Source: an optimization exercise on an open RTL-to-GDS flow (aim: small area, a short achievable clock period and few clock cycles per item). Production flows keep margins and buffers that such runs may drop.
RTL that was checked went through simulation tests only; none was proved equivalent to the original.
Function not checked in runs 2 and 3: the RTL went through the layout flow alone.
Power figures rest on the tool's default switching activity, not on a simulated workload.

==> flow/design.v, too long to show whole: its modules and the start of the top module <==
// module ats_sensor_scan: 5227 lines
module ats_sensor_scan (
    input  wire        clk,
    input  wire        rst,           
    input  wire        start,         
    input  wire [15:0] now,           
    input  wire [7:0]  max_temp,      
    input  wire [7:0]  dis_temp,      
    output reg         ready,
    output reg  [7:0]  adc_en,        
    input  wire [15:0] adc_raw,       
    output reg         done,          
    output wire [63:0] readings,      
    output reg  [7:0]  max_reading,
    output reg         overheat
);
  // ...
==> flow/flow/run.sh <==
#!/bin/bash
# Own flow: the standard layout (standard.sh, unchanged synthesis), with
#  - the port buffers made of plain buffers.
# The whole make output goes to flow.log in the work folder; ORFS keeps each
# step's own log under orfs/logs/.
set -euo pipefail
export SETUP_SLACK_MARGIN="${SETUP_SLACK_MARGIN_OWN:-12}"
export TNS_END_PERCENT=100
export BUFFER_PORTS_ARGS="-buffer_cell sky130_fd_sc_hd__buf_2"
bash standard.sh > flow.log 2>&1
==> flow/standard.sh <==
#!/bin/bash
# synth_recipe.tcl (not shown) runs the flow's synth.tcl, then flattens the netlist and writes it again
# the make line also repeats each setting of config.mk as NAME=value (left out here)
make -C /OpenROAD-flow-scripts/flow DESIGN_CONFIG=/design/flow/config.mk WORK_HOME=/design/flow/orfs CLKGATE_MAP_FILE= SYNTH_SCRIPT=/design/flow/synth_recipe.tcl "${@:-finish}"
==> flow/config.mk <==
export PLATFORM = sky130hd
export DESIGN_NAME = ats_sensor_scan
export DESIGN_NICKNAME = ats_sensor_scan
export VERILOG_FILES = /design/flow/design.v
export SDC_FILE = /design/flow/constraint.sdc
export NUM_CORES = 4
export LEC_CHECK = 0
export CAP_MARGIN = 30
export CORE_MARGIN = 2
export CORE_UTILIZATION = 40
export SLEW_MARGIN = 20
==> flow/constraint.sdc <==
create_clock -name core_clock -period 17.0 [get_ports {clk}]
set_input_delay 3.4000 -clock core_clock [delete_from_list [all_inputs] [get_ports {clk}]]
set_output_delay 3.4000 -clock core_clock [all_outputs]
set_load 0.01 [all_outputs]
==> metrics.md, run 1 <==
| Metric | Value |
|---|---|
| Max FFs per register | `64` |
| Final WL | `~68 mm` |
| Final Slew Violations | `0` |
| Post-synth EDFFs | `between 100 and 150` |
| Worst Clk Skew | `0.0119 ns` |
| Combinational Power Share | `19.8%` |
| Tap cells | `511` |
| Postcts setup bufs | `0` |
| Utilization after layout | `a little under half` |
| CTS Buf Count | `28` |
| Period utilization | `a little over a quarter` |
| Cts hold-fix bufs | `0` |
| Largest area class, layout | `multi-input combinational cells` |
| R2R Setup Slk | `around 13 ns` |
| Syn Inst Count | `1578` |
| Met1 Resource Use GR | `between 40% and 50%` |
| Largest net degree at the start of global routing | `43` |
| Invs w/o clock | `roughly 80` |
| Max FO, Critical Path | `6` |
| 1st-iter DRT viols | `between 1500 and 2000` |
| Outcome | `complete, no violations` |
| Hold EP | `r_wait[5][0]` |
| Req. time, crit path | `approximately 14 ns` |
| Final std cells w/o fill | `roughly 2200` |
| Clock tree from TritonCTS | `built` |
| Compound-Gate Fraction of Synth Area | `between 20% and 30%` |
| Detailed-routed wire length on met3 | `6.65 mm` |
| RR Endpoint | `r_q[1]` |
| Setup violations, final | `0` |
| Port Buffers | `~130` |
| Clkbuf count | `36` |
| Met2 Wirelength | `around 29 mm` |
Testbench counts, summed over its fixed seeds: cycles 35,208, scans 3,200.
==> inputs of run 2 (changes only) <==
--- a/flow/design.v
+++ b/flow/design.v
@@ -32,16 +32,18 @@
         if (accept)               cnt_n = 4'd1;
         else if (cnt == 4'd11)    cnt_n = 4'd0;
         else if (cnt != 4'd0)     cnt_n = cnt + 4'd1;
         else                      cnt_n = 4'd0;
     end
     wire [7:0] chan_rd = {chan[5:0], chan[7:6]};    
     reg [15:0] now_q;             
     reg [15:0] t_prev;            
+    reg        g_pend;            
+    reg [15:0] g_since;
     reg [7:0]  hi_q, lo_q;
     reg [15:0] raw_q;
     always @(posedge clk) begin
         raw_q <= adc_raw;
         if (ld) begin
             now_q  <= now;
             hi_q   <= max_temp;
             lo_q   <= dis_temp;
@@ -90,17 +92,18 @@
     wire [7:0]  rd_old  = fresh ? OTHER_ERROR : rd_cur;
     wire        pdc     = ~fresh & r_pdc[0];
     wire        psc     = ~fresh & r_psc[0];
     wire [6:0]  waited  = r_wait[0];
     wire dc_cond = (raw_q < DC_THRESHOLD);
     wire sc_cond = (raw_q > SC_THRESHOLD);
     wire dc_lat  = (rd_old == DISCONNECTED);
     wire sc_lat  = (rd_old == SHORT_CIRCUIT);
-    wire [15:0] gap = now_q - t_prev;
+    wire [15:0] diff = now_q - ((cnt == 4'd10) ? g_since : t_prev);
+    wire [15:0] gap  = diff;
     reg  [6:0]  gap_lo;
     reg         gap_small, gap_wrap;
     always @(posedge clk) begin
         gap_lo    <= gap[6:0];
         gap_small <= (gap < TIMEOUT);
         gap_wrap  <= (gap > 16'd65436);
     end
     wire [7:0] wsum = {1'b0, waited} + {1'b0, gap_lo};
@@ -5168,18 +5171,16 @@
             r_psc[7]   <= psc_n;
             r_wait[7]  <= wait_n;
         end else begin
             r_pdc[7]   <= r_pdc[0];
             r_psc[7]   <= r_psc[0];
             r_wait[7]  <= r_wait[0];
         end
     end
-    reg        g_pend;
-    reg [15:0] g_since;
     function sgt8(input [7:0] a, input [7:0] b);
         reg [7:0] g, l;
         reg [3:0] g1, l1;
         reg [1:0] g2, l2;
         integer n;
         begin
             g = {~a[7] & b[7], a[6:0] & ~b[6:0]};
             l = {a[7] & ~b[7], ~a[6:0] & b[6:0]};
@@ -5190,38 +5191,43 @@
             for (n = 0; n < 2; n = n + 1) begin
                 g2[n] = g1[2*n+1] | (~l1[2*n+1] & g1[2*n]);
                 l2[n] = l1[2*n+1] | (~g1[2*n+1] & l1[2*n]);
             end
             sgt8 = g2[1] | (~l2[1] & g2[0]);
         end
     endfunction
     wire rq_gt_m  = sgt8(r_q, max_reading);
+    wire rq_gt_hi = sgt8(r_q, hi_q);
+    wire rq_lt_lo = sgt8(lo_q, r_q);
+    reg  any_gt_hi, all_lt_lo;    
     wire hi_en    = (hi_q != LIMIT_DISABLED);
     wire lo_en    = (lo_q != LIMIT_DISABLED);
-    wire raise_req = hi_en & (sgt8(max_reading, hi_q) | sgt8(r_q, hi_q));
-    wire lower_req = lo_en & sgt8(lo_q, max_reading) & sgt8(lo_q, r_q);
-    wire [15:0] g_elapsed = now_q - g_since;
-    wire g_expired = (g_elapsed >= TIMEOUT);
+    wire raise_req = hi_en & (any_gt_hi | rq_gt_hi);
+    wire lower_req = lo_en & all_lt_lo & rq_lt_lo;
+    wire g_expired = (diff >= TIMEOUT);
     always @(posedge clk) begin
         if (cnt == 4'd3 || rq_gt_m)
             max_reading <= r_q;
+        if (cnt == 4'd10 && !lower_req && raise_req && !overheat && !g_pend)
+            g_since <= now_q;
+        any_gt_hi <= (cnt != 4'd3 && any_gt_hi) | rq_gt_hi;
+        all_lt_lo <= (cnt == 4'd3 || all_lt_lo) & rq_lt_lo;
         if (rst) begin
             overheat <= 1'b0;
             g_pend   <= 1'b0;
         end else if (cnt == 4'd10) begin
             if (lower_req) begin
                 overheat <= 1'b0;
                 g_pend   <= 1'b0;
             end else if (raise_req) begin
                 if (overheat) begin
                     g_pend <= 1'b0;
                 end else if (g_pend && g_expired) begin
                     overheat <= 1'b1;
                     g_pend   <= 1'b0;
                 end else if (!g_pend) begin
                     g_pend  <= 1'b1;
-                    g_since <= now_q;
                 end
             end
         end
     end
 endmodule
==> flow/config.mk (replaced) <==
export PLATFORM = sky130hd
export DESIGN_NAME = ats_sensor_scan
export DESIGN_NICKNAME = ats_sensor_scan
export VERILOG_FILES = /design/flow/design.v
export SDC_FILE = /design/flow/constraint.sdc
export NUM_CORES = 4
export LEC_CHECK = 0
export CAP_MARGIN = 30
export CORE_MARGIN = 2
export CORE_UTILIZATION = 40
export CTS_CLUSTER_DIAMETER = 120
export CTS_CLUSTER_SIZE = 24
export SLEW_MARGIN = 20
==> metrics.md, run 2 <==
| Metric | Value |
|---|---|
| Outcome | `complete, no violations` |
| Final WL | `64.9 mm (-3.9%)` |
| Worst hold slack | `between 0.3 and 0.4 ns` |
| Final Slew Violations | `0 (unchanged)` |
| Critical path endpoint category | `output pin` |
| Req. time, crit path | `13.60 ns (about the same)` |
| Worst vdd ir | `approximately 0.12 mV` |
| Cts hold-fix bufs | `0 (unchanged)` |
| Max FO, Critical Path | `2 (-4)` |
| Clock transition at the registers of the reported paths | `0.10 ns` |
| Post-synth EDFFs | `136 (unchanged)` |
| Clock power share | `approximately a quarter` |
| Synthesized area | `0.0143 mm2` |
| Setup violations, final | `0 (unchanged)` |
| Cells after DPL | `approximately 2000` |
| GPL Wtd Cong | `1.13` |
| Die W | `193 um` |
| Register area | `between 0.006 and 0.007 mm2` |
| Total negative slack | `0 ns` |
| Num rows | `slightly below 70` |
| Stages on worst setup path | `1` |
| Die H | `slightly below 200 um` |
| Drt wl/cell | `about 32 um` |
| Min cycle time layout | `about 4.5 ns` |
| Final hold vios | `0` |
| Synthesized Nets | `roughly 1600` |
| Switch Pwr | `0.452 mW` |
| Crit Path Class | `reg2out` |
| Max FFs per register | `64 (unchanged)` |
| Critical path buffer and inverter count | `1` |
| Clock Latency Late Sink | `around 0.52 ns` |
| Async S/R FF share, synth | `0%` |
| Post-cts gate resize count | `0` |
| Critical Path Start Type | `flop` |
| Simple-Gate Fraction of Synth Area | `between 10% and 20%` |
| Worst-Margin Slew | `1.07 ns` |
| Cell Chain, Critical Path | `buf_2` |
| Most frequent cells in the layout | `edfxtp_1 (136), buf_2 (136), dfxtp_1 (127)` |
| Final std cells w/o fill | `2032 (-8.4%)` |
| Biggest regs | `rd (64), r_wait (56)` |
| Sw frac | `between 30% and 40%` |
| Worst Path Arrival | `approximately 1.1 ns` |
| Yosys warning count | `5` |
| Vias per cell | `around 6.7` |
| Layout cell share with drive strength beyond 1 | `roughly 16%` |
| Footprint of the multi-input gates | `around 0.0068 mm2` |
| Hold Crit Class | `reg2reg` |
| Cell family with most CP delay | `flip-flops` |
| Hold path cells | `0` |
| Compound-Gate Fraction of Synth Area | `24.8% (-0.20 points)` |
| Initial core utilization | `40.4%` |
| Share of the synthesized area in the top cell type | `between 20 and 30%` |
| Synth top cells by count | `edfxtp_1 (136), dfxtp_1 (135), nand2_1 (105), nor2_1 (97), a21oi_1 (80)` |
| Via count | `approximately 14000` |
| CTS H-tree depth | `1` |
| Fillers | `3458` |
| Internal power | `about 1 mW` |
| Period utilization | `26.7% (-0.63 points)` |
| CTS Buf Count | `15 (-46%)` |
| GRT Overall Usage | `between 30% and 40%` |
| Final nets | `roughly 1600` |
| Top cells by area, synth | `edfxtp_1 (29%), dfxtp_1 (19%), a21oi_1 (2.8%)` |
| 1st-iter DRT viols | `1786 (+6.4%)` |
| Postcts setup bufs | `0 (unchanged)` |
| Sink Count | `271` |
| Vias in the first global route | `13100` |
| Total grt overflow | `0` |
| DRC Markers | `0` |
| Adder-cell share of the synthesized area | `3.31%` |
| Combinational Power Share | `20.6% (+0.8 points)` |
| Initial antenna violation count | `4` |
| Slowest CP cell | `edfxtp_1` |
| MaxCap Viol Count | `0` |
| PwrDens | `between 90 and 100 mW/mm2` |
| Max Freq | `0.220 GHz` |
| R2R cell count | `18` |
| Seq cells post-synth | `271` |
| CTS Buffer Depth | `3` |
| Mux share of post-synthesis cell area | `1.41%` |
| Port Buffers | `133 (unchanged)` |
| Largest net degree at the start of global routing | `53 (+23%)` |
| Max transition margin | `approximately 29%` |
| Clock tree from TritonCTS | `built` |
| Sequential Power Share | `between 50 and 60%` |
| Top_reg_cell synth | `edfxtp_1` |
| Synth area leader | `edfxtp_1` |
| Syn Area/Cell | `9.67 um2` |
| 1st-pass router iterations | `6` |
| Post-route ant nets | `0` |
| CP max stage delay | `0.46 ns` |
| Ant diodes | `0` |
| RSZ-0062 raised after global routing | `no` |
| Register bank with the most flops | `rd` |
| # IOs | `roughly 130` |
| Top-count cell post-synth | `edfxtp_1` |
| Dpl hpwl | `around 48 mm` |
| Final WS setup | `12.46 ns` |
| Die area | `between 0.03 and 0.04 mm2` |
| Core box area | `~0.035 mm2` |
| Main combinational cell family by area after synthesis | `compound AO/OA/AOI/OAI gates` |
| Yosys cell types | `98` |
| Leak | `~5.8 nW` |
| Worst Clk Skew | `0.0239 ns (+0.0120 ns)` |
| Global-route wire length before repair | `slightly above 90 mm` |
| Layout area overhead | `11.4%` |
| Syn Inst Count | `1474 (-6.6%)` |
| Utilization after layout | `45.0% (-0.79 points)` |
| Post-Synth XOR/XNOR Area | `less than 1%` |
| Share of the yosys chip area belonging to registers | `a little under half` |
| Dpl ws | `12.51 ns` |
| Clock root buffer | `clkbuf_16` |
run 2: cell types whose count changed in the layout (fill, tap and decap cells not counted), moves of 10 or more:
cell,change
inv_1,-38
a21oi_1,-26
nand4_1,-17
o211ai_1,-17
ha_1,-15
nor2_1,+15
clkbuf_16,-13
o31ai_1,+13
mux2i_1,+12
nand3_1,-11
o21ai_1,+11
nand2b_1,-10
o21ai_0,-10
run 2: path summary, 6_finish.rpt:
kind	start	end	slack, ns
setup / recovery	rd[0][0]	readings[0]	12.46
setup reg to reg	cnt[0]	g_pend	12.67
hold / removal	r_wait[4][4]	r_wait[3][4]	0.33
hold reg to reg	r_wait[4][4]	r_wait[3][4]	0.33
run 2: layout make-up:
cell class | instances | share of cell area [%]
multi-input cells | 1046 | 43.1
flip-flops and latches | 271 | 42.8
repair buffers | 185 | 6.60
well taps | 461 | 3.63
clock buffers | 23 | 2.71
inverters | 45 | 1.06
clock inverters | 1 | 0.102
run 2: routing by layer:
layer | track usage (%) | routed length [um] | part of all wire [%] | up-vias
li1 | - | - | - | 5849
met1 | 47.0 | 26600 | 41 | 6683
met5 | 0 | 52 | 0.080 | -
met4 | 16.3 | 3720 | 5.7 | 8
met2 | 51.2 | 27200 | 42 | 924
met3 | 10.3 | 7370 | 11 | 236
run 2: metrics by stage:
step           power (mW)  area (um2)
2_1_floorplan       0.975       14300
3_5_place_dp         1.10       15400
6_report             1.48       15900
4_1_cts              1.48       15900
5_1_grt              1.54       15900
3_3_place_gp         1.10       15400
run 2: worst reg2reg max path, delay by kind of cell (launching register included):
| kind | cells | cell delay (ns) |
|---|---|---|
| AND/OR/NAND/NOR | 7 | 1.50 |
| flip-flops | 1 | 0.39 |
| adder cells (fa/ha/maj) | 3 | 0.85 |
| buffers and inverters | 3 | 0.52 |
| AO/OA/AOI/OAI | 4 | 0.80 |
| XOR/XNOR | 1 | 0.20 |
run 2: cell families (layout without fill, tap and decap cells):
| group | after synthesis | in the layout |
|---|---|---|
| muxes | 20 | 20 |
| and+or+nand+nor | 477 | 477 |
| xor gates and xnor gates | 15 | 15 |
| buffers and inverters | 157 | 254 |
| AOI/OAI and AO/OA | 496 | 496 |
| adders and majority gates | 38 | 38 |
| DFF | 271 | 271 |
run 2: power by group through the flow:
stage / clock network, mW / registers [mW] / logic [mW]
6_report: 0.386 / 0.789 / 0.305
5_1_grt: 0.421 / 0.796 / 0.322
4_1_cts: 0.397 / 0.790 / 0.295
3_5_place_dp: 0 / 0.804 / 0.294
3_3_place_gp: 0 / 0.803 / 0.297
2_1_floorplan: 0 / 0.790 / 0.186
==> inputs of run 3 (changes only) <==
--- a/flow/config.mk
+++ b/flow/config.mk
@@ -7,7 +7,7 @@
 export LEC_CHECK = 0
 export CAP_MARGIN = 30
 export CORE_MARGIN = 2
-export CORE_UTILIZATION = 40
+export CORE_UTILIZATION = 50
 export CTS_CLUSTER_DIAMETER = 120
 export CTS_CLUSTER_SIZE = 24
 export SLEW_MARGIN = 20
==> metrics.md, run 3 <==
| Metric | Value |
|---|---|
| Setup violations, final | `0 (unchanged)` |
| Die area | `0.0299 mm2 (-20%)` |
| GPL Wtd Cong | `1.13 (+0.78%)` |
| Biggest regs | `rd (64), r_wait (56)` |
| Top_reg_cell synth | `edfxtp_1` |
| CTS Buffer Depth | `3 (unchanged)` |
| Initial core utilization | `51.0% (+11 points)` |
| Layout area overhead | `10.5%` |
| Post-route ant nets | `0 (unchanged)` |
| 1st-pass router iterations | `7 (+1)` |
| Synthesized Nets | `1552 (unchanged)` |
| Final std cells w/o fill | `1952 (-3.9%)` |
| Sw frac | `31.4% (+0.85 points)` |
| 1st-iter DRT viols | `2489 (+39%)` |
| MaxCap Viol Count | `0 (unchanged)` |
| Critical path endpoint category | `flop` |
| Syn Area/Cell | `9.67 um2 (unchanged)` |
| Clock root buffer | `clkbuf_16` |
| Most frequent cells in the layout | `edfxtp_1 (136), buf_2 (136), dfxtp_1 (130)` |
| Worst-Margin Slew | `1.00 ns (-0.0708 ns)` |
| Cell Chain, Critical Path | `inv_1, ha_1, nand3b_1, buf_4, inv_1, buf_4, nand2_1, nand2_1, ha_1, fa_1, nor2b_4, o22ai_2, xnor2_1, or3_1, o2111a_1, a2111o_1, or4_4, and2_4, o32ai_2` |
| Final hold vios | `0 (unchanged)` |
| Drt wl/cell | `32.4 um (+1.3%)` |
| GRT Overall Usage | `40.8% (+5.9 points)` |
| Outcome | `complete, no violations` |
| RSZ-0062 raised after global routing | `no` |
| CTS Buf Count | `15 (unchanged)` |
| Switch Pwr | `0.467 mW (+3.4%)` |
| Cts hold-fix bufs | `0 (unchanged)` |
| Layout cell share with drive strength beyond 1 | `15.7% (-0.45 points)` |
| Via count | `14200 (+3.3%)` |
| Max transition margin | `32.5% (+3.9 points)` |
| Leak | `5.82 nW (-0.36%)` |
| Slowest CP cell | `or4_4` |
| Fillers | `2424 (-30%)` |
| Top-count cell post-synth | `edfxtp_1` |
| Clock power share | `25.9% (-0.2 points)` |
| Die W | `173 um (-10%)` |
| Sink Count | `271 (unchanged)` |
| Clock transition at the registers of the reported paths | `0.10 ns (about the same)` |
| Yosys cell types | `98 (unchanged)` |
| Worst Clk Skew | `0.0347 ns (+0.0108 ns)` |
| Utilization after layout | `56.4% (+11 points)` |
| Clock Latency Late Sink | `0.53 ns (about the same)` |
| Combinational Power Share | `21.0% (+0.4 points)` |
| Cell family with most CP delay | `simple AND/OR/NAND/NOR gates` |
| Min cycle time layout | `4.57 ns (+0.0289 ns)` |
| Critical Path Start Type | `flop` |
| Final WL | `63.2 mm (-2.7%)` |
| Seq cells post-synth | `271 (unchanged)` |
| Top cells by area, synth | `edfxtp_1 (29%), dfxtp_1 (19%), a21oi_1 (2.8%)` |
| Register bank with the most flops | `rd` |
| Crit Path Class | `reg2reg` |
| Clock tree from TritonCTS | `built` |
| Sequential Power Share | `53.1% (-0.2 points)` |
| DRC Markers | `0 (unchanged)` |
| Total grt overflow | `0 (unchanged)` |
| # IOs | `134 (unchanged)` |
| Post-cts gate resize count | `0 (unchanged)` |
| Num rows | `61 (-12%)` |
| Dpl hpwl | `45.0 mm (-5.2%)` |
| Global-route wire length before repair | `91.2 mm (-1.7%)` |
| Syn Inst Count | `1474 (unchanged)` |
| Vias per cell | `7.25 (+7.5%)` |
| CP max stage delay | `0.55 ns (+0.09 ns)` |
| Largest net degree at the start of global routing | `60 (+13%)` |
| Req. time, crit path | `17.43 ns (+3.83 ns)` |
| Period utilization | `26.9% (+0.17 points)` |
| Core box area | `0.0279 mm2 (-21%)` |
| Post-route cell area | `0.0158 mm2 (-0.84%)` |
| Share of the synthesized area in the top cell type | `28.6% (unchanged)` |
| Synth top cells by count | `edfxtp_1 (136), dfxtp_1 (135), nand2_1 (105), nor2_1 (97), a21oi_1 (80)` |
| CTS H-tree depth | `1 (unchanged)` |
| Postcts setup bufs | `0 (unchanged)` |
| Final nets | `1640 (-0.12%)` |
| Max Freq | `0.219 GHz (-0.63%)` |
| Share of the yosys chip area belonging to registers | `47.6% (unchanged)` |
| Max FO, Critical Path | `20 (+18)` |
| Async S/R FF share, synth | `0% (unchanged)` |
| Synthesized area | `0.0143 mm2 (unchanged)` |
| Total negative slack | `0 ns (unchanged)` |
| Synth area leader | `edfxtp_1` |
| Cells after DPL | `1920 (-4.3%)` |
| Final Slew Violations | `0 (unchanged)` |
| PwrDens | `94.5 mW/mm2 (+1.5%)` |
| Placed inst area | `0.0153 mm2 (-0.93%)` |
| Worst vdd ir | `0.0927 mV (-26%)` |
| Vias in the first global route | `13500 (+3.5%)` |
| Die H | `173 um (-10%)` |
| Critical path buffer and inverter count | `4 (+3)` |
| Port Buffers | `133 (unchanged)` |
| Max FFs per register | `64 (unchanged)` |
| Post-synth EDFFs | `136 (unchanged)` |
| Initial antenna violation count | `2 (-2)` |
| Internal power | `1.02 mW (-0.62%)` |
| Worst Path Arrival | `5.00 ns (+3.86 ns)` |
| Hold Crit Class | `reg2reg` |
| Yosys warning count | `5 (unchanged)` |
-- run 3: cell counts after synthesis --
Identical to the previous run, type by type.
-- run 3: worst paths after layout --
kind,startpoint,endpoint,slack [ns],cells after the start
worst min-delay path,r_psc[5],r_psc[4],0.32,0
worst max register to register,cnt[0],g_pend,12.43,19
worst max-delay path,cnt[0],g_pend,12.43,19
worst min register to register,r_psc[5],r_psc[4],0.32,0
-- run 3: cell type report --
type                            count  area [um2]  area share (%)
Inverter                           45         169            1.07
Sequential cell                   271        6790            43.1
Timing Repair Buffer              183        1030            6.52
Tap cell                          378         473            3.00
Clock inverter                      2        28.8           0.183
Multi-Input combinational cell   1046        6840            43.4
Antenna cell                        3        7.51          0.0477
Clock buffer                       24         409            2.60
-- run 3: power groups by stage --
stage | logic [mW] | clock network, mW | registers [mW]
finish | 0.313 | 0.386 | 0.790
global route | 0.327 | 0.408 | 0.795
CTS | 0.297 | 0.389 | 0.789
detailed placement | 0.295 | 0 | 0.803
global placement | 0.289 | 0 | 0.798
floorplan | 0.186 | 0 | 0.790
-- run 3: routing by layer --
metal  routed length [um]  global-route usage (%)  vias to the layer above
li1                     -                       -                     5855
met1                23100                    52.1                     6717
met2                27000                    61.9                     1232
met3                 7990                    11.5                      346
met4                 5110                    24.0                        0
met5                    0                       0                        -
-- run 3: cells by family (layout without fill, tap and decap cells) --
family | Yosys count | after routing | share of synthesized area, %
xor gates and xnor gates | 15 | 15 | 0.921
muxes | 20 | 20 | 1.41
AOI/OAI and AO/OA | 496 | 496 | 24.8
adders and majority gates | 38 | 38 | 3.31
and+or+nand+nor | 477 | 477 | 17.5
other | 0 | 3 | 0
buffers and inverters | 157 | 254 | 4.51
DFF | 271 | 271 | 47.6
-- run 3: stage by stage --
stage                     setup WS [ns]  total power, mW  hold WS, ns
final                             12.43             1.49        0.324
after CTS                         12.44             1.48        0.331
after global placement            12.50             1.09        0.310
after global routing              12.21             1.53        0.337
after detailed placement          12.44             1.10        0.312
after floorplan                   12.69            0.975        0.310

## separate check: timing with driven ports
How much do the figures lean on ideal ports? The routed layouts below were timed once more, with nothing changed but the port constraints.
Step 1 sets driving cells, clkbuf_16 on the clock port and buf_2 on the other inputs (assumed; they add their load-dependent delay and slew).
Step 2, shift: input delay + t, output delay - t, t = (earliest + latest rising clock arrival at the registers) / 2. This alone moves slack from input paths to output paths.
Slacks: no drivers / after step 1 / after step 2; pairs: no drivers / after step 1.
| run | t (ns) | slack for setup (ns) | worst setup path after step 2 | latest minus earliest clock arrival (ns) | slew at the worst register clock pin (ns) |
|---|---|---|---|---|---|
| run 1 | 0.625 | 12.348 / 12.290 / 12.121 | input to register | 0.013 / 0.013 | 0.07 / 0.07 |
| run 2 | 0.563 | 12.455 / 12.396 / 12.476 | input to register | 0.024 / 0.024 | 0.10 / 0.10 |
| run 3 | 0.568 | 12.427 / 12.405 / 12.390 | input to register | 0.036 / 0.036 | 0.11 / 0.11 |
After both steps every run listed still meets setup and hold. For run 1, which loses most, drivers alone change the setup slack by -0.058 ns; drivers and shift together by -0.227 ns.
